This design comes from an exercise in tuning for small area, a short achievable clock period and few clock cycles on the open sky130 flow, not from production work. In this exercise RTL edits were held to simulation tests only and were not proved equivalent to the original.

===== config.mk =====
export PLATFORM = sky130hd
export DESIGN_NAME = cvr_seed
export DESIGN_NICKNAME = cvr_seed
export VERILOG_FILES = /design/flow/design.v
export SDC_FILE = /design/flow/constraint.sdc
export NUM_CORES = 4
export LEC_CHECK = 0
export CAP_MARGIN = 50
export CORE_MARGIN = 2
export CORE_UTILIZATION = 30
export SLEW_MARGIN = 60

===== constraint.sdc =====
create_clock -name core_clock -period 20.0 [get_ports {clk}]
set_input_delay 4.0000 -clock core_clock [delete_from_list [all_inputs] [get_ports {clk}]]
set_output_delay 4.0000 -clock core_clock [all_outputs]
set_load 0.01 [all_outputs]

===== design.v =====
module cvr_seed (
    input  wire         clk,
    input  wire         rst,        
    input  wire         start,      
    input  wire [3:0]   key_len,    
    input  wire [63:0]  key,        
    output wire         busy,
    output reg          t_valid,    
    output reg  [3:0]   t_idx,      
    output wire [143:0] t_val,      
    output wire         ovf         
);
    localparam W  = 146;            
    localparam WA = 130;            
    localparam [1:0] S_IDLE = 2'd0,
                     S_SQ   = 2'd1,
                     S_FOLD = 2'd2;
    reg [1:0]    state;
    reg          busy_r;
    reg [127:0]  x;         
    reg [128:0]  tp;        
    reg [15:0]   d;         
    reg [WA-1:0] as, ac;    
    reg          cin;       
    reg [15:0]   od;        
    reg [2:0]    k;         
    reg [4:0]    lr;        
    reg [16:0]   lh;        
    assign busy  = busy_r;
    assign t_val = {15'd0, tp};
    assign ovf   = 1'b0;
    integer i;
    reg [63:0] key_mask;
    always @(*) begin
        for (i = 0; i < 8; i = i + 1)
            key_mask[8*i +: 8] = (i < key_len) ? 8'hff : 8'h00;
    end
    wire [63:0] p = key & key_mask;
    reg [4:0] sig_len;
    always @(*) begin
        sig_len = 5'd0;
        for (i = 0; i < 16; i = i + 1)
            if (x[8*i +: 8] != 8'd0)
                sig_len = i[4:0] + 5'd1;
    end
    wire [4:0] len  = (k == 3'd0) ? sig_len : lr;
    wire       last = ({k, 1'b0} + 4'd2 >= len);
    wire       odd  = len[0];
    reg [W-1:0] inj;
    always @(*) begin
        inj = {W{1'b0}};
        inj[0] = cin;
        for (i = 1; i < 15; i = i + 1)
            if (k != 3'd0 && lh[i + 2]) inj[8*i +: 16] = od;
    end
    reg [W-1:0] pp [0:15];
    always @(*) begin
        for (i = 0; i < 16; i = i + 1)
            pp[i] = {{(W-128){1'b0}}, x & {128{d[i]}}} << i;
    end
    function [2*W-1:0] csa(input [W-1:0] a, input [W-1:0] b, input [W-1:0] c);
        csa = {(a & b | a & c | b & c) << 1, a ^ b ^ c};
    endfunction
    wire [W-1:0] sa = {{(W-WA){1'b0}}, as};
    wire [W-1:0] sc = {{(W-WA){1'b0}}, ac};
    wire [W-1:0] a0, a1, a2, a3, a4, a5, a6, a7, a8, a9, a10, a11;
    assign {a1,  a0}  = csa(pp[0],  pp[1],  pp[2]);
    assign {a3,  a2}  = csa(pp[3],  pp[4],  pp[5]);
    assign {a5,  a4}  = csa(pp[6],  pp[7],  pp[8]);
    assign {a7,  a6}  = csa(pp[9],  pp[10], pp[11]);
    assign {a9,  a8}  = csa(pp[12], pp[13], pp[14]);
    assign {a11, a10} = csa(pp[15], sa,     sc);
    wire [W-1:0] b0, b1, b2, b3, b4, b5, b6, b7;
    assign {b1, b0} = csa(a0, a1, a2);
    assign {b3, b2} = csa(a3, a4, a5);
    assign {b5, b4} = csa(a6, a7, a8);
    assign {b7, b6} = csa(a9, a10, a11);
    wire [W-1:0] c0, c1, c2, c3, c4, c5;
    assign {c1, c0} = csa(b0, b1, b2);
    assign {c3, c2} = csa(b3, b4, b5);
    assign {c5, c4} = csa(b6, b7, inj);
    wire [W-1:0] d0, d1, d2, d3;
    assign {d1, d0} = csa(c0, c1, c2);
    assign {d3, d2} = csa(c3, c4, c5);
    wire [W-1:0] e0, e1;
    assign {e1, e0} = csa(d0, d1, d2);
    wire [W-1:0] vs, vc;
    assign {vc, vs} = csa(e0, e1, d3);
    wire [8:0]  lowlo  = {1'b0, vs[7:0]}  + {1'b0, vc[7:0]};
    wire [8:0]  lowh0  = {1'b0, vs[15:8]} + {1'b0, vc[15:8]};
    wire [8:0]  lowh1  = {1'b0, vs[15:8]} + {1'b0, vc[15:8]} + 9'd1;
    wire [8:0]  lowhi  = lowlo[8] ? lowh1 : lowh0;
    wire         sh8   = last & odd;
    wire [WA-1:0] nas  = sh8 ? vs[WA+7:8] : vs[W-1:16];
    wire [WA-1:0] nac  = sh8 ? vc[WA+7:8] : vc[W-1:16];
    wire          ncin = sh8 ? lowlo[8]   : lowhi[8];
    reg  [WA-1:0] f3;
    always @(*) begin
        f3 = {WA{1'b0}};
        for (i = 0; i < 16; i = i + 2) begin
            if (lh[i + 2]) f3[8*i +: 16] = od;
            if (lh[i + 1]) f3[8*i +: 8]  = od[7:0];
        end
    end
    wire [WA-1:0] fs = as ^ ac ^ f3;
    wire [WA-1:0] fc = {(as & ac | as & f3 | ac & f3), 1'b0};
    wire [WA-1:0] tpx = {1'b0, tp};
    wire [WA-1:0] gs = fs ^ fc ^ tpx;
    wire [WA-1:0] gc = {(fs & fc | fs & tpx | fc & tpx), 1'b0};
    wire [WA-1:0] t = fs + fc + cin;
    wire [WA-1:0] e = gs + gc + cin;
    always @(posedge clk) begin
        if (rst) begin
            state   <= S_IDLE;
            busy_r  <= 1'b0;
            t_valid <= 1'b0;
        end else begin
            t_valid <= 1'b0;
            case (state)
                S_IDLE: begin
                    if (start) begin
                        state  <= S_SQ;
                        busy_r <= 1'b1;
                    end
                end
                S_SQ: begin
                    if (last) state <= S_FOLD;
                end
                S_FOLD: begin
                    t_valid <= 1'b1;
                    if (t_idx == 4'd8) begin
                        state  <= S_IDLE;
                        busy_r <= 1'b0;
                    end else begin
                        state  <= S_SQ;
                    end
                end
                default: begin
                    state  <= S_IDLE;
                    busy_r <= 1'b0;
                end
            endcase
        end
    end
    always @(posedge clk) begin
        case (state)
            S_SQ: begin
                as  <= nas;
                ac  <= nac;
                cin <= ncin;
                od  <= {lowhi[7:0], lowlo[7:0]};
                if (k == 3'd0) begin
                    lr <= sig_len;
                    for (i = 0; i < 17; i = i + 1) lh[i] <= (sig_len == i);
                end
                d   <= (k == 3'd7) ? 16'd0 : x[16*(k+1) +: 16];
                k   <= k + 3'd1;
            end
            S_FOLD: begin
                tp    <= t[128:0];
                x     <= e[127:0];
                d     <= e[15:0];
                as    <= {WA{1'b0}};
                ac    <= {WA{1'b0}};
                cin   <= 1'b0;
                od    <= 16'd0;
                k     <= 3'd0;
                t_idx <= t_idx + 4'd1;
            end
            default: begin
                x     <= {64'd0, p};
                tp    <= {65'd0, p};
                d     <= p[15:0];
                as    <= {WA{1'b0}};
                ac    <= {WA{1'b0}};
                cin   <= 1'b0;
                od    <= 16'd0;
                k     <= 3'd0;
                t_idx <= 4'd0;
            end
        endcase
    end
endmodule

===== run.sh =====
#!/bin/bash
# synth_recipe.tcl (not shown) runs the flow's synth.tcl, then flattens the netlist and writes it again
# the make line also repeats each setting of config.mk as NAME=value (left out here)
make -C /OpenROAD-flow-scripts/flow DESIGN_CONFIG=/design/flow/config.mk WORK_HOME=/design/flow/orfs CLKGATE_MAP_FILE= SYNTH_SCRIPT=/design/flow/synth_recipe.tcl finish

==> out/qor.tcl, run 1 <==
set qor(hold_crit_class) {reg -> reg}
set qor(gp_congestion) 1.013
set qor(cp_max_fo) 14
set qor(slew_headroom_pct) 56.90
set qor(drt_iter0_markers) 8647
set qor(clock-skew-final_ns) 0.07302
set qor(yosys_warnings) 2
set qor(synth_edf_count) 282
set qor(number_of_instances_resized_during_post_cts_repair) 0
set qor(setup_slack_of_the_most_critical_reg_to_reg_path_ns) 12.82
set qor(area.sequential_mm2) 0.01456
set qor(worstHoldStart) {state[0]$_SDFFE_PP0P_}
set qor(detail_route.wl_per_cell_um) 25.27
set qor(synthArstFlopShare_pct) 0
set qor(first_global_vias) 92000
set qor(cp_slowest_cell) {or4_4}
set qor(globalRouteTotalUtil_pct) 23.40
set qor(worst_pin_slew_ns) 0.6465
set qor(setup_viol) 0
set qor(residual_drc_count) 0
set qor(path_depth_of_the_worst_reg2reg_path) 20
set qor(detail-route-antenna-nets) 0
set qor(clk_latency_ns) 0.76
set qor(tritoncts_clock_tree) {yes}
set qor(timing_worst_setup_path_type) {reg -> reg}
set qor(ioPinCount) 222
set qor(area_occupied_by_multi_input_gates_mm2) 0.08618
set qor(cts-hold-fix-buffers) 0
set qor(timing.critical_path.cells) {buf_4 > buf_4 > nor2b_1 > fa_1 > fa_1 > ha_1 > nand4_1 > or4_4 > nor3_2 > o211ai_1 > buf_2 > nand4_2 > a31oi_4 > o21bai_4 > a41oi_2 > o41a_1 > o21bai_1 > a211o_1 > mux2i_1 > o311ai_0}
set qor(num-fill-cells) 38350
set qor(post-synth-top-area-cell) {fa_1}
set qor(timing_max_transition_violations_final) 0
set qor(routed_wl_mm) 437.3
set qor(core_mm2) 0.3691
set qor(initial_core_util_pct) 30.17
set qor(drive_gt1_share_pct) 4.734
set qor(global_route_wire_length_before_repair_mm) 641.2
set qor(maxClockFrequency_ghz) 0.1392
set qor(postSynthCellCount) 12360
set qor(worstHoldEndpoint) {state[0]$_SDFFE_PP0P_}
set qor(hold-worst-slack_ns) 0.5697
set qor(grt_max_degree) 87
set qor(root_buffer) {clkbuf_16}
set qor(globalRoute.totalOverflow) 0
set qor(finalCritPeriodShare_pct) 35.92
set qor(r2r-start) {od[6]$_SDFF_PN0_}
set qor(tritoncts_num_sinks) 582
set qor(hpwl_mm) 352.5
set qor(seq_area_frac_synth_pct) 13.00
set qor(cts_inserted_buffers) 73
set qor(dominantRegCellSynth) {dfxtp_1}
set qor(finalWorstPathRequiredPeriod_ns) 7.184
set qor(die-height_um) 613.3
set qor(nNetsFinal) 15150
set qor(drt_pre_antenna_iters) 6
set qor(final.setup.tns_ns) 0
set qor(delay_of_the_slowest_cell_on_the_worst_path_ns) 0.63
set qor(syn2layout_area_growth_pct) 10.62
set qor(max_cap_viol_count) 0
set qor(via_count) 87810
set qor(yosys-top-cells-area) {fa_1 (43%), and2_1 (8.0%), inv_1 (7.8%)}
set qor(clk_pin_slew_ns) 0.07
set qor(cts_setup_buffers) 0
set qor(synth_seq_cells) 582
set qor(min_path_cells) 2
set qor(status) {complete, no violations}
set qor(cts-htree-levels) 3
set qor(worstPathRequired_ns) 20.46
set qor(placement_rows) 223
set qor(yosys.area.top_type_share_pct) 43.15
set qor(antenna_found_initial) 39
set qor(report.final.hold_viol_count) 0
set qor(finalCoreUtilization_pct) 33.37
set qor(dieWidth_um) 613.3
set qor(synthesized_area_mm2) 0.1114
set qor(worstReg2RegEnd) {x[127]$_SDFFCE_PN0N_}
set qor(vias_per_cell) 5.074
set qor(area_of_the_die_mm2) 0.3761
set qor(synth_cell_types) 81
set qor(syn_avg_cell_area_um2) 9.013
set qor(timing.critical_path.to_type) {register}
set qor(critical_path.startpoint_type) {register}
set qor(timing.critical_path.arrival_ns) 7.65
set qor(cts_max_path_buffers) 3
set qor(grt_setup_unrepaired) {false}
set qor(place.port_buffers) 205
-- cell usage after synthesis, types with 72 or more instances --
cell type and n:
fa_1 2400, inv_1 2313, nand2_1 1662, and2_1 1424
a21oi_1 686, clkbuf_1 616, nor2_1 536, ha_1 401
o21ai_0 361, dfxtp_1 300, edfxtp_1 282, xnor2_1 150
a21o_1 145, xor2_1 102, nand4_1 101, nor2b_1 100
mux2i_1 93, o21bai_1 72
-- worst max-delay path, delay by kind of cell, from the launching register on --
| family | cells | cell delay [ns] |
|---|---|---|
| AOI/OAI and AO/OA | 8 | 2.39 |
| and+or+nand+nor | 5 | 1.53 |
| adders and majority gates | 3 | 1.43 |
| buffers and inverters | 3 | 0.99 |
| DFF | 1 | 0.33 |
| muxes | 1 | 0.20 |
-- stage by stage --
| stage | area (µm²) | setup slack, ns | std cells |
|---|---|---|---|
| CTS | 122800 | 12.99 | 17270 |
| detailed placement | 120300 | 13.01 | 17140 |
| floorplan | 111400 | 8.312 | 12370 |
| finish | 123200 | 12.82 | 17310 |
| global route | 123200 | 12.78 | 17300 |
| global placement | 118700 | 11.97 | 17050 |
-- placed cells by master, fill, tap and decap left out, drive strengths merged, types with 26 or more instances in the layout --
| cell | netlist | routed |
|---|---|---|
| mux2i | 93 | 93 |
| nor4 | 29 | 29 |
| a21o | 145 | 145 |
| xnor2 | 150 | 150 |
| nor2b | 100 | 100 |
| fa | 2400 | 2400 |
| dfxtp | 300 | 300 |
| nand2 | 1662 | 1662 |
| nor2 | 536 | 536 |
| o21a | 30 | 30 |
| nor3 | 48 | 48 |
| and2 | 1425 | 1425 |
| a21oi | 686 | 686 |
| edfxtp | 282 | 282 |
| clkinv | 2 | 26 |
| clkbuf | 616 | 99 |
| o21ai | 370 | 370 |
| o21bai | 73 | 73 |
| a211oi | 31 | 31 |
| inv | 2313 | 2327 |
| and3 | 30 | 30 |
| ha | 401 | 401 |
| xor2 | 102 | 102 |
| buf | 64 | 300 |
| nand4 | 102 | 102 |
| nand2b | 39 | 39 |
| clkdlybuf4s50 | 0 | 202 |
| a31oi | 36 | 36 |
| nand3 | 53 | 53 |
-- cells by family (layout without fill, tap and decap cells) --
logic type      count (synthesis)  count (layout)  share of synthesized area (%)
flops                         582             582                          13.00
buf+inv                      2995            2959                          10.19
other cells                     1              38                       0.003367
compound gates               1533            1533                          8.073
simple gates                 4083            4083                          17.95
fa+ha+maj                    2801            2801                          47.65
mux                           109             109                          1.160
xor+xnor                      252             252                          1.982
-- area by class of cell --
class,instances,share of cell area [%]
Multi-Input combinational cell,8794,69.96
Sequential cell,582,11.82
Antenna cell,22,0.04469
Clock buffer,93,1.671
Timing Repair Buffer,508,4.081
Clock inverter,43,0.3118
Tap cell,4950,5.028
Inverter,2315,7.078
-- registers in the layout, indices dropped and copies added (netlist names) --
register	cells
k	3
ac	130
as	130
d	16
x	128
busy_r	1
cin	1
t_valid	1
state	2
lh	16
tp	129
t_idx	4
lr	5
od	16
-- how the worst max path moves through the flow --
stage                               start               endpoint  slack [ns]  cells past startpoint
global placement          lh[2]$_DFFE_PP_  tp[127]$_SDFFCE_PN0N_       11.97                     18
global route             od[6]$_SDFF_PN0_   x[127]$_SDFFCE_PN0N_       12.78                     20
floorplan           state[1]$_SDFFE_PP0P_       lh[10]$_DFFE_PP_        8.31                      6
detailed placement       od[6]$_SDFF_PN0_   x[127]$_SDFFCE_PN0N_       13.01                     20
finish                   od[6]$_SDFF_PN0_   x[127]$_SDFFCE_PN0N_       12.82                     20
CTS                      od[6]$_SDFF_PN0_   x[127]$_SDFFCE_PN0N_       12.99                     20
-- per-layer routing --
| metal | GRT usage, % | part of all wire (%) | wire, µm |
|---|---|---|---|
| met4 | 13.76 | 7.2 | 31480 |
| met1 | 29.66 | 39 | 171800 |
| met3 | 4.374 | 8.1 | 35540 |
| met5 | 0 | 0.011 | 49 |
| met2 | 37.21 | 45 | 198500 |
Testbench counts, summed over its fixed seeds: cycles 48,298.
==> inputs of run 2 (changes only) <==
--- a/design.v
+++ b/design.v
@@ -106,6 +106,8 @@
     wire [WA-1:0] fc = {(as & ac | as & f3 | ac & f3), 1'b0};
     wire [WA-1:0] tpx = {1'b0, tp};
-    wire [WA-1:0] gs = fs ^ fc ^ tpx;
-    wire [WA-1:0] gc = {(fs & fc | fs & tpx | fc & tpx), 1'b0};
+    wire [WA-1:0] hs = as ^ ac ^ tpx;
+    wire [WA-1:0] hc = {(as & ac | as & tpx | ac & tpx), 1'b0};
+    wire [WA-1:0] gs = hs ^ hc ^ f3;
+    wire [WA-1:0] gc = {(hs & hc | hs & f3 | hc & f3), 1'b0};
     wire [WA-1:0] t = fs + fc + cin;
     wire [WA-1:0] e = gs + gc + cin;
==> run 2 against run 1 <==
  * Core utilization fell by 0.20 points
  * First-iteration DRC count rose by 8.1%
  * Sequential share of layout area fell by 0.32 points
  * Final cell count rose by 1.8%
  * Die area rose by 3.1%
  * Global-route usage fell by 0.22 points
  * Maximum frequency rose by 8.0%
  * Highest routed layer unchanged
==> out/qor.tcl, run 2 <==
set qor(area_of_the_die_mm2) 0.3876
set qor(met1_usage_pct) 29.10
set qor(gp_congestion) 1.047
set qor(layout_commonest_cell) {fa_1}
set qor(drt_pre_antenna_iters) 8
set qor(setup_viol) 0
set qor(synthesized_area_mm2) 0.1148
set qor(xor_xnor_cell_area_share_of_the_yosys_netlist_pct) 1.900
set qor(setup_slack_of_the_most_critical_reg_to_reg_path_ns) 13.34
set qor(num-fill-cells) 39680
set qor(path_depth_of_the_worst_reg2reg_path) 19
set qor(number_of_instances_resized_during_post_cts_repair) 0
set qor(root_buffer) {clkbuf_16}
set qor(cts-htree-levels) 3
set qor(critical_path.n_buffers_inverters) 4
set qor(yosysMostFrequentCell) {fa_1}
set qor(cts_inserted_buffers) 74
set qor(max_cap_viol_count) 0
set qor(slew_headroom_pct) 55.55
set qor(finalWorstSetupSlack_ns) 13.34
set qor(grt_setup_unrepaired) {false}
set qor(cts_max_path_buffers) 3
set qor(first_global_vias) 94470
set qor(syn2layout_area_growth_pct) 10.30
set qor(via_count) 90240
set qor(globalRoute.totalOverflow) 0
set qor(syn_avg_cell_area_um2) 9.108
set qor(worst_setup_path_endpoint) {tp[128]$_SDFFCE_PN0N_}
set qor(synth_cell_types) 94
set qor(finalWorstPathRequiredPeriod_ns) 6.655
set qor(r2r-start) {lh[8]$_DFFE_PP_}
set qor(critical_path.startpoint_type) {register}
set qor(cp_slowest_cell) {ha_1}
set qor(vias_per_cell) 5.120
set qor(arithmetic_cell_share_of_the_synthesized_area_counting_full_adders_half_adders_and_majority_gates_pct) 48.45
set qor(worstHoldStart) {state[0]$_SDFFE_PP0P_}
set qor(timing.critical_path.cells) {buf_4 > and2_1 > fa_1 > ha_1 > nand4_1 > or3_1 > nor3_2 > buf_2 > nand3_1 > a211oi_4 > buf_6 > o21bai_1 > buf_4 > a31oi_1 > nand2_1 > nor3_1 > a311oi_1 > xnor2_1 > nor2_1}
set qor(worstPathRequired_ns) 20.46
set qor(worst_path_most_repeated_cell) {buf_4}
set qor(critical_path_depth) 19
set qor(finalCritPeriodShare_pct) 33.28
set qor(met2_usage_pct) 35.91
set qor(clk_pin_slew_ns) 0.07
set qor(dominantRegCellSynth) {dfxtp_1}
set qor(synthSimpleGateAreaFrac_pct) 17.59
set qor(yosys_warnings) 2
set qor(final.setup.tns_ns) 0
set qor(initial_core_util_pct) 30.07
set qor(maxClockFrequency_ghz) 0.1503
set qor(hold_crit_class) {reg -> reg}
set qor(detail_route.wl_per_cell_um) 25.53
set qor(timing.critical_path.max_delay_family) {simple AND/OR/NAND/NOR gates}
set qor(yosys-top-cells-area) {fa_1 (44%), inv_1 (7.9%), and2_1 (7.8%)}
set qor(worst_pin_slew_ns) 0.6667
set qor(report.final.hold_viol_count) 0
set qor(globalRouteTotalUtil_pct) 23.19
set qor(synth_seq_cells) 582
set qor(clk_latency_ns) 0.76
set qor(placed_cells) 17460
set qor(cp_launch_point) {lh[8]$_DFFE_PP_}
set qor(core_mm2) 0.3817
set qor(ioPinCount) 222
set qor(tritoncts_clock_tree) {yes}
set qor(drt_iter0_markers) 9344
set qor(status) {complete, no violations}
set qor(routed_wl_mm) 449.9
set qor(die-height_um) 622.6
set qor(clock-skew-final_ns) 0.07746
set qor(placement.setup.worst_slack_ns) 13.56
set qor(hpwl_mm) 363.1
set qor(global_route_wire_length_before_repair_mm) 658.8
set qor(largest_family_of_logic_cells_by_synthesized_area) {adder cells}
set qor(delay_of_the_slowest_cell_on_the_worst_path_ns) 0.64
set qor(residual_drc_count) 0
set qor(synth_commonest_cells) {fa_1 (2527), inv_1 (2407), nand2_1 (1667)}
set qor(antenna_found_initial) 40
set qor(grt_max_degree) 110
set qor(dieWidth_um) 622.6
set qor(detail-route-antenna-nets) 0
set qor(post-route-cell-area_mm2) 0.1266
set qor(place.port_buffers) 205
set qor(nNetsFinal) 15500
set qor(post-synth-top-area-cell) {fa_1}
set qor(placement.cell_area_mm2) 0.1236
set qor(grt_busiest_layer) {met2}
set qor(placement_rows) 227
set qor(synthArstFlopShare_pct) 0
set qor(yosys.area.top_type_share_pct) 44.07
set qor(timing_worst_setup_path_type) {reg -> reg}
set qor(compound_gate_fraction_of_synth_area_pct) 8.031
set qor(tritoncts_num_sinks) 582
set qor(cts-hold-fix-buffers) 0
set qor(postSynthCellCount) 12600
set qor(area_occupied_by_multi_input_gates_mm2) 0.08912
set qor(seq_area_frac_synth_pct) 12.61
set qor(most-common-layout-cells) {fa_1 (2527), inv_1 (2405), nand2_1 (1666)}
set qor(post_synth_mux_area_share_pct) 1.090
set qor(reg_top3) {ac x130, as x130, tp x129}
set qor(worstReg2RegEnd) {tp[128]$_SDFFCE_PN0N_}
set qor(met3_usage_pct) 5.532
set qor(area.sequential_mm2) 0.01456
set qor(timing.critical_path.to_type) {register}
set qor(drive_gt1_share_pct) 4.982
set qor(synth_edf_count) 282
set qor(cp_max_fo) 25
set qor(timing_max_transition_violations_final) 0
set qor(cts_setup_buffers) 0
set qor(timing.critical_path.arrival_ns) 7.11
set qor(final_cells) 17620
[run 2: cell count changes in the layout (fill, tap and decap cells not counted), sizes merged, moves of 13 or more]
cell / change
nand4: +15
o21bai: +16
a21o: -27
nor2b: -20
and4: +13
o21ai: -24
fa: +127
inv: +91
[run 2: cell type report]
class                   instances  area share, %
multi-input cells            8941          70.38
flip-flops and latches        582          11.50
inverters                    2408          7.161
well taps                    5038          4.978
repair buffers                496          3.814
clock buffers                 103          1.778
clock inverters                35         0.3459
diodes                         20        0.03953
[run 2: through the flow]
| stage | util, % | hold slack (ns) |
|---|---|---|
| 2_1_floorplan | - | 0.4598 |
| 3_3_place_gp | 31.97 | 0.4828 |
| 3_5_place_dp | 32.38 | 0.4910 |
| 4_1_cts | 33.09 | 0.4988 |
| 5_1_grt | 33.16 | 0.5593 |
| 6_report | 33.17 | 0.5021 |
[run 2: tightest hold or removal path, stage by stage, from the launching register on]
cell,delay (ns)
dfxtp_1,0.34
nand2_1,0.07
a21oi_1,0.05
[run 2: routing by layer]
layer	up-vias	share of wire, %
met1	46430	38
met5	-	0.033
met2	4661	44
met4	16	7.5
li1	38010	-
met3	1126	9.7
[run 2: kinds of logic after synthesis]
family                   after synthesis
AO/OA/AOI/OAI                       1533
buffers and inverters               3096
AND/OR/NAND/NOR                     4109
other                                  1
flip-flops                           582
adder cells (fa/ha/maj)             2929
multiplexers                         105
XOR/XNOR                             249
[run 2: worst min path at each step]
stage / slack [ns] / endpoint / depth (start not counted)
floorplan: 0.46 / state[0]$_SDFFE_PP0P_ / 2
global placement: 0.48 / state[0]$_SDFFE_PP0P_ / 2
detailed placement: 0.49 / state[0]$_SDFFE_PP0P_ / 2
CTS: 0.50 / state[0]$_SDFFE_PP0P_ / 2
global route: 0.56 / state[0]$_SDFFE_PP0P_ / 2
finish: 0.50 / state[0]$_SDFFE_PP0P_ / 2
Testbench counts of run 2, summed over its fixed seeds: cycles 48,298.
==> inputs of run 3 (changes only) <==
--- a/config.mk
+++ b/config.mk
@@ -8,4 +8,4 @@
 export CAP_MARGIN = 50
 export CORE_MARGIN = 2
-export CORE_UTILIZATION = 30
+export CORE_UTILIZATION = 45
 export SLEW_MARGIN = 60
==> run 3 against run 2 <==
  * Still clean
  * Clock skew is 0.0073 ns lower
  * Non-clock buffer count is 20 higher
  * First-iteration DRC count is 6.1% higher
  * Synthesized cell count stayed put
  * Flip-flop and latch count stayed put
  * Worst hold slack better by 0.0095 ns
  * Largest cell class unchanged
  * Highest routed layer unchanged
==> out/qor.tcl, run 3 <==
set qor(synth_seq_cells) 582
set qor(antenna_found_initial) 44
set qor(drt_iter0_markers) 9913
set qor(status) {complete, no violations}
set qor(reg_top3) {ac x130, as x130, tp x129}
set qor(report.final.hold_viol_count) 0
set qor(detail_route.wl_per_cell_um) 29.47
set qor(placed_cells) 15810
set qor(critical_path.startpoint_type) {register}
set qor(cp_max_fo) 10
set qor(routed_wl_mm) 471.5
set qor(final_cells) 16000
set qor(placement_rows) 185
set qor(grt_setup_unrepaired) {false}
set qor(first_global_vias) 97790
set qor(globalRoute.totalOverflow) 0
set qor(synthesized_area_mm2) 0.1148
set qor(tritoncts_clock_tree) {yes}
set qor(yosys.area.top_type_share_pct) 44.07
set qor(area.sequential_mm2) 0.01456
set qor(dieWidth_um) 509.1
set qor(syn_avg_cell_area_um2) 9.108
set qor(clk_pin_slew_ns) 0.07
set qor(root_buffer) {clkbuf_16}
set qor(drive_gt1_share_pct) 5.222
set qor(cts-hold-fix-buffers) 0
set qor(post-synth-top-area-cell) {fa_1}
set qor(final.setup.tns_ns) 0
set qor(global_route_wire_length_before_repair_mm) 685.7
set qor(syn2layout_area_growth_pct) 8.940
set qor(yosys_warnings) 2
set qor(worst_setup_path_endpoint) {x[123]$_SDFFCE_PN0N_}
set qor(placement.cell_area_mm2) 0.1219
set qor(die-height_um) 509.1
set qor(worstPathRequired_ns) 20.47
set qor(timing.critical_path.arrival_ns) 7.53
set qor(path_depth_of_the_worst_reg2reg_path) 19
set qor(hpwl_mm) 381.0
set qor(via_count) 91980
set qor(critical_path_depth) 19
set qor(r2r-start) {lh[7]$_DFFE_PP_}
set qor(ioPinCount) 222
set qor(layout_commonest_cell) {fa_1}
set qor(worst_pin_slew_ns) 0.7066
set qor(maxClockFrequency_ghz) 0.1417
set qor(timing.critical_path.max_delay_family) {simple AND/OR/NAND/NOR gates}
set qor(worstReg2RegEnd) {x[123]$_SDFFCE_PN0N_}
set qor(timing.critical_path.cells) {buf_4 > nor2_2 > nor2b_1 > fa_1 > ha_1 > nand4_1 > nor4_2 > clkdlybuf4s18_2 > buf_1 > inv_1 > nor3_2 > and2_1 > o21ai_1 > buf_4 > a2111oi_4 > o21bai_1 > a2111oi_1 > o21a_1 > nor3_1}
set qor(clk_latency_ns) 0.81
set qor(tritoncts_num_sinks) 582
set qor(most-common-layout-cells) {fa_1 (2527), inv_1 (2405), nand2_1 (1665)}
set qor(yosysMostFrequentCell) {fa_1}
set qor(cts_max_path_buffers) 3
set qor(globalRouteTotalUtil_pct) 36.90
set qor(slew_headroom_pct) 52.89
set qor(yosys-top-cells-area) {fa_1 (44%), inv_1 (7.9%), and2_1 (7.8%)}
set qor(initial_core_util_pct) 45.21
set qor(critical_path.n_buffers_inverters) 5
set qor(gp_congestion) 1.036
set qor(area_occupied_by_multi_input_gates_mm2) 0.08914
set qor(detail-route-antenna-nets) 0
set qor(vias_per_cell) 5.749
set qor(postSynthCellCount) 12600
set qor(timing.critical_path.to_type) {register}
set qor(hold-worst-slack_ns) 0.5116
set qor(grt_max_degree) 115
set qor(max_cap_viol_count) 0
set qor(core_mm2) 0.2539
set qor(num-fill-cells) 23930
set qor(clock-skew-final_ns) 0.07016
set qor(nNetsFinal) 15530
set qor(timing_max_transition_violations_final) 0
set qor(cp_slowest_cell) {a2111oi_1}
set qor(residual_drc_count) 0
set qor(synth_cell_types) 94
set qor(timing_worst_setup_path_type) {reg -> reg}
set qor(area_of_the_die_mm2) 0.2592
set qor(cts-htree-levels) 3
set qor(setup_viol) 0
set qor(finalWorstPathRequiredPeriod_ns) 7.055
set qor(place.port_buffers) 205
set qor(drt_pre_antenna_iters) 8
set qor(delay_of_the_slowest_cell_on_the_worst_path_ns) 0.60
set qor(post-route-cell-area_mm2) 0.1251
set qor(number_of_instances_resized_during_post_cts_repair) 0
set qor(setup_slack_of_the_most_critical_reg_to_reg_path_ns) 12.95
set qor(worst_path_most_repeated_cell) {buf_4}
set qor(hold_crit_class) {reg -> reg}
set qor(synth_edf_count) 282
set qor(synth_commonest_cells) {fa_1 (2527), inv_1 (2407), nand2_1 (1667)}
set qor(cts_inserted_buffers) 82
set qor(cp_launch_point) {lh[7]$_DFFE_PP_}
set qor(dominantRegCellSynth) {dfxtp_1}
set qor(seq_area_frac_synth_pct) 12.61
set qor(cts_setup_buffers) 0
set qor(finalCritPeriodShare_pct) 35.27
set qor(synthArstFlopShare_pct) 0
set qor(finalCoreUtilization_pct) 49.25
-- run 3: cell types whose count changed in the layout (fill, tap and decap cells not counted), moves of 9 or more --
cell / change
a21oi_2: +9
diode_2: +14
clkdlybuf4s50_1: +11
buf_4: +17
buf_2: -11
-- run 3: cells by family after synthesis --
family	share of synthesized area (%)
XOR/XNOR	1.900
adder cells (fa/ha/maj)	48.45
buffers and inverters	10.33
flip-flops	12.61
AND/OR/NAND/NOR	17.59
AO/OA/AOI/OAI	8.031
multiplexers	1.090
other	0.003267
-- run 3: cell type report --
| type | instances | area share (%) |
|---|---|---|
| clock buffers | 104 | 1.872 |
| multi-input cells | 8941 | 71.28 |
| well taps | 3366 | 3.368 |
| diodes | 34 | 0.06803 |
| clock inverters | 50 | 0.4362 |
| inverters | 2408 | 7.259 |
| flip-flops and latches | 582 | 11.64 |
| repair buffers | 516 | 4.078 |
-- run 3: how the worst min path moves through the flow --
stage	startpoint	endpoint	cells after the start
2_1_floorplan	state[0]$_SDFFE_PP0P_	state[0]$_SDFFE_PP0P_	2
3_3_place_gp	state[0]$_SDFFE_PP0P_	state[0]$_SDFFE_PP0P_	2
3_5_place_dp	state[0]$_SDFFE_PP0P_	state[0]$_SDFFE_PP0P_	2
4_1_cts	state[0]$_SDFFE_PP0P_	state[0]$_SDFFE_PP0P_	2
5_1_grt	state[0]$_SDFFE_PP0P_	state[0]$_SDFFE_PP0P_	2
6_report	state[0]$_SDFFE_PP0P_	state[0]$_SDFFE_PP0P_	2
-- run 3: layer usage --
layer | vias up | track usage [%] | wire length, µm
met1 | 47730 | 48.12 | 181500
met5 | - | 0 | 181
li1 | 38120 | - | -
met4 | 20 | 21.40 | 32870
met2 | 5043 | 55.52 | 206600
met3 | 1078 | 9.670 | 50320
-- run 3: stage by stage --
stage	setup slack [ns]
after floorplan	8.269
after global placement	12.55
after detailed placement	13.34
after CTS	13.24
after global routing	12.83
final	12.95
-- run 3: worst reg2reg max path, cell delays in order (launching register included) --
cell and delay (ns):
edfxtp_1 0.58, buf_4 0.27, nor2_2 0.46, nor2b_1 0.27
fa_1 0.50, ha_1 0.50, nand4_1 0.32, nor4_2 0.37
clkdlybuf4s18_2 0.33, buf_1 0.23, inv_1 0.15, nor3_2 0.23
and2_1 0.46, o21ai_1 0.26, buf_4 0.21, a2111oi_4 0.49
o21bai_1 0.31, a2111oi_1 0.60, o21a_1 0.17, nor3_1 0.04
==> inputs of run 4 (changes only) <==
--- a/config.mk
+++ b/config.mk
@@ -6,6 +6,6 @@
 export NUM_CORES = 4
 export LEC_CHECK = 0
-export CAP_MARGIN = 50
+export CAP_MARGIN = 70
 export CORE_MARGIN = 2
-export CORE_UTILIZATION = 45
-export SLEW_MARGIN = 60
+export CORE_UTILIZATION = 30
+export SLEW_MARGIN = 70
==> run 4 against run 3 <==
  * Global-route usage shrank 14 points
  * Clock skew shrank 0.015 ns
  * Clock-buffer cell count fell by 11
  * Synthesized cell count stayed put
  * Non-clock buffer count is 81 higher
  * Register-to-register slack better by 0.53 ns
  * Core utilization down 16 points
  * Final area is 2.8% higher
  * Critical path type unchanged
==> out/qor.tcl, run 4 <==
set qor(cts-hold-fix-buffers) 0
set qor(grt_setup_unrepaired) {false}
set qor(residual_drc_count) 0
set qor(synthesized_area_mm2) 0.1148
set qor(yosysMostFrequentCell) {fa_1}
set qor(post-synth-top-area-cell) {fa_1}
set qor(core_mm2) 0.3817
set qor(final.setup.tns_ns) 0
set qor(cts_setup_buffers) 0
set qor(path_depth_of_the_worst_reg2reg_path) 23
set qor(finalCoreUtilization_pct) 33.68
set qor(syn_avg_cell_area_um2) 9.108
set qor(worstPathRequired_ns) 20.46
set qor(worst_path_most_repeated_cell) {buf_2}
set qor(timing.critical_path.cells) {buf_4 > nand2_1 > fa_1 > inv_1 > ha_1 > a21oi_2 > a211oi_1 > nor3_1 > o41ai_4 > clkdlybuf4s18_2 > buf_2 > o211a_1 > o211ai_1 > buf_2 > buf_2 > buf_1 > a31oi_4 > buf_4 > o21a_1 > a21boi_1 > o21ai_0 > xor2_1 > and2_1}
set qor(via_count) 91080
set qor(hold_crit_class) {reg -> reg}
set qor(grt_max_degree) 66
set qor(detail_route.wl_per_cell_um) 25.46
set qor(cts_max_path_buffers) 3
set qor(antenna_found_initial) 38
set qor(dieWidth_um) 622.6
set qor(area_of_the_die_mm2) 0.3876
set qor(globalRoute.totalOverflow) 0
set qor(globalRouteTotalUtil_pct) 23.32
set qor(drt_iter0_markers) 9506
set qor(clk_pin_slew_ns) 0.06
set qor(clock-skew-final_ns) 0.05533
set qor(critical_path.startpoint_type) {register}
set qor(number_of_instances_resized_during_post_cts_repair) 0
set qor(cts-htree-levels) 3
set qor(timing_max_transition_violations_final) 0
set qor(finalWorstSetupSlack_ns) 13.48
set qor(tritoncts_clock_tree) {yes}
set qor(yosys-top-cells-area) {fa_1 (44%), inv_1 (7.9%), and2_1 (7.8%)}
set qor(die-height_um) 622.6
set qor(synth_cell_types) 94
set qor(final_cells) 17740
set qor(detail-route-antenna-nets) 0
set qor(layout_commonest_cell) {fa_1}
set qor(maxClockFrequency_ghz) 0.1533
set qor(drive_gt1_share_pct) 6.639
set qor(placement.setup.worst_slack_ns) 13.62
set qor(reg_top3) {ac x130, as x130, tp x129}
set qor(tritoncts_num_sinks) 582
set qor(postSynthCellCount) 12600
set qor(first_global_vias) 95250
set qor(report.final.hold_viol_count) 0
set qor(initial_core_util_pct) 30.07
set qor(max_cap_viol_count) 0
set qor(global_route_wire_length_before_repair_mm) 663.0
set qor(cp_slowest_cell) {dfxtp_4}
set qor(placed_cells) 17560
set qor(routed_wl_mm) 451.5
set qor(cp_max_fo) 11
set qor(yosys.area.top_type_share_pct) 44.07
set qor(root_buffer) {clkbuf_16}
set qor(place.port_buffers) 205
set qor(synth_seq_cells) 582
set qor(cts_inserted_buffers) 75
set qor(min_path_cells) 2
set qor(synth_edf_count) 282
set qor(finalCritPeriodShare_pct) 32.61
set qor(synthArstFlopShare_pct) 0
set qor(vias_per_cell) 5.135
set qor(yosys_warnings) 2
set qor(ioPinCount) 222
set qor(syn2layout_area_growth_pct) 11.99
set qor(setup_viol) 0
set qor(synth_commonest_cells) {fa_1 (2527), inv_1 (2407), nand2_1 (1667)}
set qor(dominantRegCellSynth) {dfxtp_1}
set qor(status) {complete, no violations}
set qor(timing_worst_setup_path_type) {reg -> reg}
set qor(hpwl_mm) 369.7
set qor(drt_pre_antenna_iters) 7
set qor(placement_rows) 227
set qor(nNetsFinal) 15610
set qor(finalWorstPathRequiredPeriod_ns) 6.523
set qor(clk_latency_ns) 0.74
set qor(timing.critical_path.to_type) {register}
set qor(delay_of_the_slowest_cell_on_the_worst_path_ns) 0.66
set qor(gp_congestion) 1.047
set qor(timing.critical_path.arrival_ns) 6.98
set qor(most-common-layout-cells) {fa_1 (2527), inv_1 (2404), nand2_1 (1663)}
set qor(seq_area_frac_synth_pct) 12.61
## run 4: cell counts after synthesis
No cell type changed its count.
## run 4: stage by stage
step,hold slack [ns],instance area (µm²)
2_1_floorplan,0.4598,114900
3_3_place_gp,0.4828,122000
3_5_place_dp,0.4947,125500
4_1_cts,0.5012,128000
5_1_grt,0.5271,128500
6_report,0.5041,128600
## run 4: critical path: cells and delay by family, from the launching register on
family	cells	cell delay, ns
adder cells (fa/ha/maj)	2	0.94
AND/OR/NAND/NOR	3	0.68
flip-flops	1	0.66
AO/OA/AOI/OAI	9	2.01
XOR/XNOR	1	0.16
buffers and inverters	8	1.76
## run 4: final timing paths
check / startpoint / to / slack [ns]
setup / recovery: od[10]$_SDFF_PN0_ / x[96]$_SDFFCE_PN0N_ / 13.48
hold / removal: state[0]$_SDFFE_PP0P_ / state[0]$_SDFFE_PP0P_ / 0.50
setup reg to reg: od[10]$_SDFF_PN0_ / x[96]$_SDFFCE_PN0N_ / 13.48
hold reg to reg: state[0]$_SDFFE_PP0P_ / state[0]$_SDFFE_PP0P_ / 0.50
## run 4: final cells by class
type	count	area, µm²
Fill cell	39430	253200
Multi-Input combinational cell	8941	89790
Sequential cell	582	14570
Inverter	2408	9071
Tap cell	5038	6304
Timing Repair Buffer	597	6185
Clock buffer	93	2092
Clock inverter	46	466.7
Antenna cell	30	75.07
## run 4: cells by family (layout without fill, tap and decap cells)
logic type | count (synthesis) | count (layout) | synth area share [%]
AO/OA/AOI/OAI | 1533 | 1533 | 8.031
XOR/XNOR | 249 | 249 | 1.900
adder cells (fa/ha/maj) | 2929 | 2929 | 48.45
buffers and inverters | 3096 | 3144 | 10.33
flip-flops | 582 | 582 | 12.61
multiplexers | 105 | 105 | 1.090
other | 1 | 46 | 0.003267
AND/OR/NAND/NOR | 4109 | 4109 | 17.59
## run 4: routing by layer
| layer | vias to the layer above | wire length (µm) | track usage, % |
|---|---|---|---|
| met5 | - | 65 | 0 |
| met4 | 10 | 33150 | 14.03 |
| met3 | 1108 | 43500 | 5.000 |
| met2 | 4760 | 201400 | 36.38 |
| met1 | 46960 | 173400 | 29.65 |
| li1 | 38240 | - | - |
==> inputs of run 5 (changes only) <==
--- a/design.v
+++ b/design.v
@@ -89,5 +89,6 @@
     wire [8:0]  lowlo  = {1'b0, vs[7:0]}  + {1'b0, vc[7:0]};
     wire [8:0]  lowh0  = {1'b0, vs[15:8]} + {1'b0, vc[15:8]};
-    wire [8:0]  lowh1  = {1'b0, vs[15:8]} + {1'b0, vc[15:8]} + 9'd1;
+    wire [9:0]  lowh1w = {1'b0, vs[15:8], 1'b1} + {1'b0, vc[15:8], 1'b1};
+    wire [8:0]  lowh1  = lowh1w[9:1];
     wire [8:0]  lowhi  = lowlo[8] ? lowh1 : lowh0;
     wire         sh8   = last & odd;
@@ -110,6 +111,8 @@
     wire [WA-1:0] gs = hs ^ hc ^ f3;
     wire [WA-1:0] gc = {(hs & hc | hs & f3 | hc & f3), 1'b0};
-    wire [WA-1:0] t = fs + fc + cin;
-    wire [WA-1:0] e = gs + gc + cin;
+    wire [WA:0]   tw = {fs, 1'b1} + {fc, cin};
+    wire [WA:0]   ew = {gs, 1'b1} + {gc, cin};
+    wire [WA-1:0] t = tw[WA:1];
+    wire [WA-1:0] e = ew[WA:1];
     always @(posedge clk) begin
         if (rst) begin
--- a/config.mk
+++ b/config.mk
@@ -6,6 +6,6 @@
 export NUM_CORES = 4
 export LEC_CHECK = 0
-export CAP_MARGIN = 70
+export CAP_MARGIN = 50
 export CORE_MARGIN = 2
 export CORE_UTILIZATION = 30
-export SLEW_MARGIN = 70
+export SLEW_MARGIN = 60
==> run 5 against run 4 <==
  * Synthesized area shrank 0.78%
  * Maximum frequency is 2.5% lower
  * Register-to-register slack worse by 0.17 ns
  * Critical path type unchanged
  * Final area decreased by 2.0%
  * First-iteration DRC count decreased by 8.7%
  * Synthesized cell count decreased by 1.3%
  * Core utilization decreased by 0.38 points
  * Wire length fell by 3.6%
==> out/qor.tcl, run 5 <==
set qor(layout_commonest_cell) {fa_1}
set qor(gp_congestion) 0.9569
set qor(finalWorstPathRequiredPeriod_ns) 6.688
set qor(clock-skew-final_ns) 0.04178
set qor(clk_latency_ns) 0.79
set qor(tritoncts_num_sinks) 582
set qor(finalWorstSetupSlack_ns) 13.31
set qor(hpwl_mm) 345.3
set qor(routed_wl_mm) 435.2
set qor(cp_max_fo) 10
set qor(dieWidth_um) 620.2
set qor(hold_crit_class) {reg -> reg}
set qor(globalRoute.totalOverflow) 0
set qor(synth_commonest_cells) {fa_1 (2527), inv_1 (2285), nand2_1 (1624)}
set qor(syn_avg_cell_area_um2) 9.155
set qor(report.final.hold_viol_count) 0
set qor(grt_setup_unrepaired) {false}
set qor(postSynthCellCount) 12440
set qor(worstPathRequired_ns) 20.52
set qor(most-common-layout-cells) {fa_1 (2527), inv_1 (2284), nand2_1 (1624)}
set qor(dominantRegCellSynth) {dfxtp_1}
set qor(global_route_wire_length_before_repair_mm) 639.3
set qor(timing.critical_path.to_type) {register}
set qor(num-fill-cells) 39190
set qor(reg_top3) {ac x130, as x130, tp x129}
set qor(cts_inserted_buffers) 83
set qor(yosys_warnings) 2
set qor(placement_rows) 226
set qor(seq_area_frac_synth_pct) 12.71
set qor(cts_max_path_buffers) 3
set qor(drt_iter0_markers) 8678
set qor(number_of_instances_resized_during_post_cts_repair) 0
set qor(drt_pre_antenna_iters) 6
set qor(cts-hold-fix-buffers) 0
set qor(place.port_buffers) 205
set qor(core_mm2) 0.3783
set qor(first_global_vias) 92880
set qor(cts-htree-levels) 3
set qor(area_of_the_die_mm2) 0.3846
set qor(placement.setup.worst_slack_ns) 13.28
set qor(max_cap_viol_count) 0
set qor(synthArstFlopShare_pct) 0
set qor(status) {complete, no violations}
set qor(initial_core_util_pct) 30.10
set qor(yosysMostFrequentCell) {fa_1}
set qor(drive_gt1_share_pct) 4.876
set qor(die-height_um) 620.2
set qor(yosys-top-cells-area) {fa_1 (44%), and2_1 (7.8%), inv_1 (7.5%)}
set qor(post-synth-top-area-cell) {fa_1}
set qor(ioPinCount) 222
set qor(grt_max_degree) 93
set qor(setup_viol) 0
set qor(placement.cell_area_mm2) 0.1228
set qor(residual_drc_count) 0
set qor(final.setup.tns_ns) 0
set qor(via_count) 89370
set qor(synth_edf_count) 282
set qor(synth_cell_types) 92
set qor(final_cells) 17450
set qor(synth_seq_cells) 582
set qor(detail_route.wl_per_cell_um) 24.94
set qor(antenna_found_initial) 32
set qor(tritoncts_clock_tree) {yes}
set qor(finalCritPeriodShare_pct) 33.44
set qor(area.sequential_mm2) 0.01456
set qor(placed_cells) 17250
set qor(critical_path.startpoint_type) {register}
set qor(timing.critical_path.arrival_ns) 7.21
set qor(cts_setup_buffers) 0
set qor(maxClockFrequency_ghz) 0.1495
set qor(worst_pin_slew_ns) 0.6546
set qor(detail-route-antenna-nets) 0
set qor(finalCoreUtilization_pct) 33.30
set qor(root_buffer) {clkbuf_16}
set qor(slew_headroom_pct) 56.36
set qor(globalRouteTotalUtil_pct) 22.75
set qor(post-route-cell-area_mm2) 0.1260
set qor(clk_pin_slew_ns) 0.06
set qor(timing_worst_setup_path_type) {reg -> reg}
set qor(synthesized_area_mm2) 0.1139
set qor(area_occupied_by_multi_input_gates_mm2) 0.08867
set qor(hold-worst-slack_ns) 0.5547
set qor(syn2layout_area_growth_pct) 10.62
set qor(timing_max_transition_violations_final) 0
set qor(vias_per_cell) 5.121
set qor(yosys.area.top_type_share_pct) 44.42
set qor(nNetsFinal) 15340
-- run 5: changes by cell type after synthesis, moves of 35 or more --
cell	before	now
inv_1	2407	2285
a21oi_1	687	624
nand3_1	54	104
nand2_1	1667	1624
clkbuf_1	589	630
o21ai_0	331	369
buf_2	47	12
-- run 5: final cells by class --
class,instances,share of cell area [%]
Multi-Input combinational cell,8888,70.38
Antenna cell,27,0.05363
Sequential cell,582,11.56
Timing Repair Buffer,497,3.996
Tap cell,5016,4.981
Clock buffer,115,1.917
Clock inverter,39,0.2890
Inverter,2286,6.827
-- run 5: path summary, 6_finish.rpt --
path	startpoint	end	slack, ns	cells past startpoint
min reg2reg	lr[4]$_DFFE_PP_	lr[4]$_DFFE_PP_	0.55	2
max reg2reg	od[4]$_SDFF_PN0_	x[117]$_SDFFCE_PN0N_	13.31	17
max	od[4]$_SDFF_PN0_	x[117]$_SDFFCE_PN0N_	13.31	17
min	lr[4]$_DFFE_PP_	lr[4]$_DFFE_PP_	0.55	2
-- run 5: worst max-delay path, cell delays in order (launching register included) --
cell and delay [ns]:
dfxtp_2 0.60, buf_4 0.45, nor2b_1 0.33, fa_1 0.47
ha_1 0.36, a2111oi_0 0.45, nor3_1 0.14, a21boi_0 0.48
o211ai_1 0.37, a21oi_1 0.25, buf_4 0.20, o31a_2 0.38
nor4_1 0.15, o211ai_1 0.38, nand3_1 0.43, a21boi_1 0.54
o21ai_0 0.22, mux2i_1 0.16
-- run 5: cell families (layout without fill, tap and decap cells) --
kind of cell / Yosys count / count (layout) / synth area share, %
adders and majority gates: 2928 / 2928 / 48.82
and+or+nand+nor: 4102 / 4102 / 17.76
muxes: 106 / 106 / 1.107
other: 1 / 43 / 0.003293
xor gates and xnor gates: 246 / 246 / 1.892
AOI/OAI and AO/OA: 1490 / 1490 / 7.706
DFF: 582 / 582 / 12.71
buffers and inverters: 2985 / 2937 / 10.00
-- run 5: per-layer routing --
layer | global-route usage [%] | routed length (µm)
met5 | 0 | 72
met4 | 10.15 | 22330
met3 | 5.974 | 43120
met2 | 36.04 | 198900
met1 | 29.10 | 170800
Testbench counts of run 5, summed over its fixed seeds: cycles 48,298.
==> inputs of run 6 (changes only) <==
--- a/design.v
+++ b/design.v
@@ -27,4 +27,5 @@
     reg [4:0]    lr;        
     reg [16:0]   lh;        
+    reg [7:0]    pe;        
     assign busy  = busy_r;
     assign t_val = {15'd0, tp};
@@ -99,8 +100,6 @@
     always @(*) begin
         f3 = {WA{1'b0}};
-        for (i = 0; i < 16; i = i + 2) begin
-            if (lh[i + 2]) f3[8*i +: 16] = od;
-            if (lh[i + 1]) f3[8*i +: 8]  = od[7:0];
-        end
+        for (i = 0; i < 8; i = i + 1)
+            if (pe[i]) f3[16*i +: 16] = od;
     end
     wire [WA-1:0] fs = as ^ ac ^ f3;
@@ -154,8 +153,9 @@
                 ac  <= nac;
                 cin <= ncin;
-                od  <= {lowhi[7:0], lowlo[7:0]};
+                od  <= {sh8 ? 8'd0 : lowhi[7:0], lowlo[7:0]};
                 if (k == 3'd0) begin
                     lr <= sig_len;
                     for (i = 0; i < 17; i = i + 1) lh[i] <= (sig_len == i);
+                    for (i = 0; i < 8; i = i + 1) pe[i] <= (sig_len == 2*i + 1) || (sig_len == 2*i + 2);
                 end
                 d   <= (k == 3'd7) ? 16'd0 : x[16*(k+1) +: 16];
==> run 6 against run 5 <==
  * Still clean on timing, DRC and antenna
  * First-iteration DRC count decreased by 1.9%
  * Synthesized cell count down 4.2%
  * Clock skew up 0.0052 ns
  * Global-route usage shrank 0.21 points
  * Worst hold slack gained 0.0066 ns
  * Flip-flop and latch count increased by 6
  * Clock-buffer cell count is 4 lower
  * Sequential share of layout area increased by 0.27 points
  * Register-to-register slack lost 0.75 ns
  * Worst setup slack got worse by 0.75 ns
  * Critical endpoint is now x[123]$_SDFFCE_PN0N_
==> out/qor.tcl, run 6 <==
set qor(worstPathRequired_ns) 20.46
set qor(dominantRegCellSynth) {dfxtp_1}
set qor(global_route_wire_length_before_repair_mm) 628.5
set qor(delay_of_the_slowest_cell_on_the_worst_path_ns) 0.72
set qor(drt_iter0_markers) 8511
set qor(timing.critical_path.cells) {buf_4 > and2_1 > fa_1 > ha_1 > inv_1 > nor2_1 > a311o_1 > nand4_1 > o21a_1 > a31oi_4 > a31oi_1 > o311a_1 > o31ai_2 > a21oi_1 > o21ai_2 > a21oi_1 > xor2_1 > nor2_1}
set qor(most-common-layout-cells) {fa_1 (2527), inv_1 (2307), and2_1 (1480)}
set qor(area_of_the_die_mm2) 0.3798
set qor(globalRouteTotalUtil_pct) 22.54
set qor(synth_seq_cells) 588
set qor(clk_pin_slew_ns) 0.08
set qor(yosys_warnings) 2
set qor(cts-hold-fix-buffers) 0
set qor(cp_slowest_cell) {dfxtp_2}
set qor(antenna_found_initial) 29
set qor(reg_top3) {ac x130, as x130, tp x129}
set qor(final.setup.tns_ns) 0
set qor(cts_max_path_buffers) 3
set qor(cp_max_fo) 14
set qor(place.port_buffers) 205
set qor(worstHoldStart) {lr[4]$_DFFE_PP_}
set qor(r2r-start) {od[10]$_SDFF_PP0_}
set qor(cts_inserted_buffers) 77
set qor(area_occupied_by_multi_input_gates_mm2) 0.08703
set qor(cts_setup_buffers) 0
set qor(first_global_vias) 90200
set qor(critical_path.startpoint_type) {register}
set qor(critical_path.n_buffers_inverters) 2
set qor(placement.setup.worst_slack_ns) 12.87
set qor(root_buffer) {clkbuf_16}
set qor(status) {complete, no violations}
set qor(hold-worst-slack_ns) 0.5613
set qor(hold_crit_class) {reg -> reg}
set qor(syn_avg_cell_area_um2) 9.437
set qor(vias_per_cell) 5.086
set qor(finalCoreUtilization_pct) 33.43
set qor(hpwl_mm) 342.0
set qor(synth_commonest_cells) {fa_1 (2527), inv_1 (2308), and2_1 (1482)}
set qor(die-height_um) 616.2
set qor(num-fill-cells) 38440
set qor(maxClockFrequency_ghz) 0.1344
set qor(grt_setup_unrepaired) {false}
set qor(yosys-top-cells-area) {fa_1 (45%), and2_1 (8.2%), inv_1 (7.7%)}
set qor(post-synth-top-area-cell) {fa_1}
set qor(post-route-cell-area_mm2) 0.1246
set qor(setup_viol) 0
set qor(finalWorstPathRequiredPeriod_ns) 7.440
set qor(ioPinCount) 222
set qor(cts-htree-levels) 3
set qor(grt_max_degree) 87
set qor(drt_pre_antenna_iters) 8
set qor(synthArstFlopShare_pct) 0
set qor(clock-skew-final_ns) 0.04697
set qor(timing.critical_path.max_delay_family) {compound AO/OA/AOI/OAI gates}
set qor(timing_worst_setup_path_type) {reg -> reg}
set qor(number_of_instances_resized_during_post_cts_repair) 0
set qor(placement.cell_area_mm2) 0.1216
set qor(synthesized_area_mm2) 0.1125
set qor(core_mm2) 0.3728
set qor(layout_commonest_cell) {fa_1}
set qor(timing.critical_path.to_type) {register}
set qor(finalCritPeriodShare_pct) 37.20
set qor(residual_drc_count) 0
set qor(cp_launch_point) {od[10]$_SDFF_PP0_}
set qor(placement_rows) 224
set qor(tritoncts_clock_tree) {yes}
set qor(max_cap_viol_count) 0
set qor(initial_core_util_pct) 30.17
set qor(worst_pin_slew_ns) 0.6808
set qor(syn2layout_area_growth_pct) 10.80
set qor(drive_gt1_share_pct) 4.928
set qor(gp_congestion) 0.9428
set qor(globalRoute.totalOverflow) 0
set qor(clk_latency_ns) 0.75
set qor(report.final.hold_viol_count) 0
set qor(yosysMostFrequentCell) {fa_1}
set qor(synth_cell_types) 90
set qor(timing.critical_path.arrival_ns) 7.90
set qor(finalWorstSetupSlack_ns) 12.56
set qor(synth_edf_count) 288
set qor(dieWidth_um) 616.2
set qor(detail_route.wl_per_cell_um) 25.24
set qor(timing_max_transition_violations_final) 0
set qor(slew_headroom_pct) 54.13
set qor(via_count) 85980
set qor(detail-route-antenna-nets) 0
set qor(tritoncts_num_sinks) 588
set qor(nNetsFinal) 14850
set qor(seq_area_frac_synth_pct) 13.03
set qor(area.sequential_mm2) 0.01474
set qor(yosys.area.top_type_share_pct) 44.99
set qor(routed_wl_mm) 426.7
set qor(postSynthCellCount) 11920
## run 6: cell count changes in the layout (fill, tap and decap cells not counted), sizes merged, moves of 40 or more
cell	delta
nand2	-425
nor2b	-65
mux2i	-59
o21ai	-40
a21oi	-154
nor2	+41
a22o	+252
and2	+63
nand3	-62
## run 6: area by class of cell
type	count	share of cell area (%)
timing repair buffer	506	4.120
inverter	2309	6.972
clock buffer	111	1.934
tap	4972	4.993
clock inverter	33	0.2571
sequential	588	11.83
multi-input combinational	8365	69.85
antenna	21	0.04217
## run 6: per-layer routing
layer / part of all wire [%] / up-vias / GRT usage, % / routed length [µm]
li1: - / 36210 / - / -
met1: 40 / 44600 / 29.54 / 170000
met2: 44 / 4319 / 34.60 / 187400
met3: 10 / 846 / 5.761 / 44420
met4: 5.8 / 12 / 11.00 / 24830
met5: 0.019 / - / 0 / 82
## run 6: stage by stage
stage	instances
2_1_floorplan	11930
3_3_place_gp	16640
3_5_place_dp	16730
4_1_cts	16870
5_1_grt	16890
6_report	16910
## run 6: worst paths after layout
| check | to | slack [ns] | depth (start not counted) |
|---|---|---|---|
| worst min register to register | lr[4]$_DFFE_PP_ | 0.56 | 1 |
| worst min-delay path | lr[4]$_DFFE_PP_ | 0.56 | 1 |
| worst max register to register | x[123]$_SDFFCE_PN0N_ | 12.56 | 18 |
| worst max-delay path | x[123]$_SDFFCE_PN0N_ | 12.56 | 18 |
## run 6: cell families (layout without fill, tap and decap cells)
family	after synthesis	after routing	share of synthesized area, %
adder cells (fa/ha/maj)	2928	2928	49.45
flip-flops	588	588	13.03
AO/OA/AOI/OAI	1541	1541	8.862
AND/OR/NAND/NOR	3570	3570	15.97
buffers and inverters	2978	2959	10.03
multiplexers	49	49	0.6164
other	1	37	0.003335
XOR/XNOR	261	261	2.033
Testbench counts of run 6, summed over its fixed seeds: cycles 48,298.
==> inputs of run 7 (changes only) <==
--- a/design.v
+++ b/design.v
@@ -28,4 +28,5 @@
     reg [16:0]   lh;        
     reg [7:0]    pe;        
+    reg [14:1]   li;        
     assign busy  = busy_r;
     assign t_val = {15'd0, tp};
@@ -53,5 +54,5 @@
         inj[0] = cin;
         for (i = 1; i < 15; i = i + 1)
-            if (k != 3'd0 && lh[i + 2]) inj[8*i +: 16] = od;
+            if (li[i]) inj[8*i +: 16] = od;
     end
     reg [W-1:0] pp [0:15];
@@ -88,9 +89,7 @@
     wire [W-1:0] vs, vc;
     assign {vc, vs} = csa(e0, e1, d3);
+    wire [16:0] lows   = {1'b0, vs[15:0]} + {1'b0, vc[15:0]};
     wire [8:0]  lowlo  = {1'b0, vs[7:0]}  + {1'b0, vc[7:0]};
-    wire [8:0]  lowh0  = {1'b0, vs[15:8]} + {1'b0, vc[15:8]};
-    wire [9:0]  lowh1w = {1'b0, vs[15:8], 1'b1} + {1'b0, vc[15:8], 1'b1};
-    wire [8:0]  lowh1  = lowh1w[9:1];
-    wire [8:0]  lowhi  = lowlo[8] ? lowh1 : lowh0;
+    wire [8:0]  lowhi  = lows[16:8];
     wire         sh8   = last & odd;
     wire [WA-1:0] nas  = sh8 ? vs[WA+7:8] : vs[W-1:16];
@@ -158,4 +157,5 @@
                     for (i = 0; i < 17; i = i + 1) lh[i] <= (sig_len == i);
                     for (i = 0; i < 8; i = i + 1) pe[i] <= (sig_len == 2*i + 1) || (sig_len == 2*i + 2);
+                    for (i = 1; i < 15; i = i + 1) li[i] <= (sig_len == i + 2);
                 end
                 d   <= (k == 3'd7) ? 16'd0 : x[16*(k+1) +: 16];
@@ -170,4 +170,5 @@
                 cin   <= 1'b0;
                 od    <= 16'd0;
+                li    <= 14'd0;
                 k     <= 3'd0;
                 t_idx <= t_idx + 4'd1;
@@ -181,4 +182,5 @@
                 cin   <= 1'b0;
                 od    <= 16'd0;
+                li    <= 14'd0;
                 k     <= 3'd0;
                 t_idx <= 4'd0;
==> run 7 against run 6 <==
  * Non-clock buffer count is 25 lower
  * Synthesized cell count is 0.54% lower
  * Sequential share of layout area is 0.14 points lower
  * Critical path type unchanged
==> out/qor.tcl, run 7 <==
set qor(status) {complete, no violations}
set qor(tritoncts_num_sinks) 588
set qor(globalRoute.totalOverflow) 0
set qor(reg_top3) {ac x130, as x130, tp x129}
set qor(place.port_buffers) 205
set qor(critical_path.startpoint_type) {register}
set qor(final.setup.tns_ns) 0
set qor(dominantRegCellSynth) {dfxtp_1}
set qor(detail_route.wl_per_cell_um) 26.73
set qor(synthArstFlopShare_pct) 0
set qor(placement_rows) 225
set qor(cts-hold-fix-buffers) 0
set qor(timing_worst_setup_path_type) {reg -> reg}
set qor(timing.critical_path.cells) {buf_4 > and2_1 > fa_1 > ha_1 > nand4_1 > nor3_1 > nand2_1 > nor4_1 > buf_4 > o21ai_0 > o211ai_1 > buf_4 > nand2_1 > nand3_1 > a311oi_1 > o21ai_2 > a211o_1 > nand4_1}
set qor(slew_headroom_pct) 52.66
set qor(nNetsFinal) 14760
set qor(routed_wl_mm) 450.3
set qor(cts-htree-levels) 3
set qor(clk_pin_slew_ns) 0.07
set qor(post-synth-top-area-cell) {fa_1}
set qor(max_cap_viol_count) 0
set qor(hold_crit_class) {reg -> reg}
set qor(synthesized_area_mm2) 0.1131
set qor(report.final.hold_viol_count) 0
set qor(die-height_um) 617.9
set qor(num-fill-cells) 38540
set qor(worst_path_most_repeated_cell) {buf_4}
set qor(via_count) 87680
set qor(syn_avg_cell_area_um2) 9.539
set qor(clk_latency_ns) 0.76
set qor(timing.critical_path.arrival_ns) 7.26
set qor(finalCoreUtilization_pct) 33.34
set qor(finalCritPeriodShare_pct) 33.89
set qor(timing_max_transition_violations_final) 0
set qor(finalWorstSetupSlack_ns) 13.22
set qor(grt_setup_unrepaired) {false}
set qor(drive_gt1_share_pct) 5.234
set qor(ioPinCount) 222
set qor(worstPathRequired_ns) 20.48
set qor(delay_of_the_slowest_cell_on_the_worst_path_ns) 0.69
set qor(tritoncts_clock_tree) {yes}
set qor(yosysMostFrequentCell) {fa_1}
set qor(globalRouteTotalUtil_pct) 23.62
set qor(vias_per_cell) 5.205
set qor(seq_area_frac_synth_pct) 12.84
-- run 7: changes by cell type after synthesis, moves of 16 or more --
cell / change
nand3_1: +17
nor3_1: +36
a22oi_1: -16
nor2_1: -198
o21ai_0: +26
buf_6: +20
a22o_1: +95
nand4_1: +19
xor2_1: -16
o21bai_1: +28
nand2_1: -30
a21oi_1: -86
and2_1: +16
-- run 7: per-stage QoR --
step / cell area, µm² / std cells / hold WS, ns
6_report: 125100 / 16840 / 0.5392
5_1_grt: 125000 / 16820 / 0.5562
4_1_cts: 124800 / 16810 / 0.5183
3_5_place_dp: 122100 / 16660 / 0.5132
3_3_place_gp: 120200 / 16590 / 0.4981
2_1_floorplan: 113100 / 11870 / 0.4714
-- run 7: area by class of cell --
cell class / count / area [µm²] / area share [%]
antenna: 24 / 60.06 / 0.04801
clock buffer: 102 / 2196 / 1.755
clock inverter: 44 / 544.3 / 0.4351
inverter: 2294 / 8636 / 6.903
multi-input combinational: 8317 / 87880 / 70.25
sequential: 588 / 14620 / 11.69
tap: 4994 / 6248 / 4.995
timing repair buffer: 481 / 4915 / 3.929
-- run 7: layer usage --
layer	GRT usage (%)	vias up	share of wire [%]
met4	12.31	14	6.2
met3	5.746	984	9.9
li1	-	36320	-
met5	0	-	0.020
met1	30.32	45800	39
met2	36.83	4561	45
-- run 7: worst max-delay path, delay by kind of cell (launching register included) --
| family | cells | cell delay (ns) |
|---|---|---|
| adders and majority gates | 2 | 0.85 |
| DFF | 1 | 0.69 |
| AOI/OAI and AO/OA | 5 | 1.25 |
| and+or+nand+nor | 8 | 2.49 |
| buffers and inverters | 3 | 1.13 |
-- run 7: logic make-up (layout without fill, tap and decap cells) --
| kind of cell | Yosys count | in the layout | synth area share [%] |
|---|---|---|---|
| AOI/OAI and AO/OA | 1614 | 1614 | 9.653 |
| xor gates and xnor gates | 241 | 241 | 1.867 |
| adders and majority gates | 2926 | 2926 | 49.15 |
| buffers and inverters | 2962 | 2921 | 10.04 |
| DFF | 588 | 588 | 12.84 |
| muxes | 56 | 56 | 0.6729 |
| other | 1 | 40 | 0.003317 |
| and+or+nand+nor | 3464 | 3464 | 15.78 |
-- run 7: path summary, 6_finish.rpt --
check,from,end,slack (ns),cells past startpoint
worst max-delay path,od[5]$_SDFF_PN0_,tp[121]$_SDFFCE_PN0N_,13.22,18
worst min-delay path,state[0]$_SDFFE_PP0P_,state[0]$_SDFFE_PP0P_,0.54,2
worst max register to register,od[5]$_SDFF_PN0_,tp[121]$_SDFFCE_PN0N_,13.22,18
worst min register to register,state[0]$_SDFFE_PP0P_,state[0]$_SDFFE_PP0P_,0.54,2
Testbench counts of run 7, summed over its fixed seeds: cycles 48,298.

-- afterwards: timing with drivers on the ports --
The results above use ideal ports. As a check the final layouts listed here were re-extracted and re-timed, cells and wires unchanged.
Step 1 assumes that a clkbuf_16 drives the clock port and a buf_2 every other input.
Step 2 times the ports against the registers' clock, not the clock port: input delays grow and output delays shrink by t, the midpoint of the rising clock arrivals with the driver on.
a / b / c = no drivers / after step 1 / after step 2; a / b = the first two.
run	t, ns	setup slack, ns	worst setup path after step 2	cell pins on the clock port's net
run 1	0.826	12.816 / 12.816 / 12.816	register to register	1
run 2	0.827	13.345 / 13.345 / 13.345	register to register	1
run 3	0.874	12.945 / 12.945 / 12.945	register to register	1
run 4	0.825	13.477 / 13.477 / 13.477	register to register	1
run 5	0.871	13.312 / 13.312 / 13.312	register to register	1
run 6	0.834	12.560 / 12.560 / 12.560	register to register	1
run 7	0.842	13.222 / 13.222 / 13.222	register to register	1
After both steps every run listed still meets setup and hold.
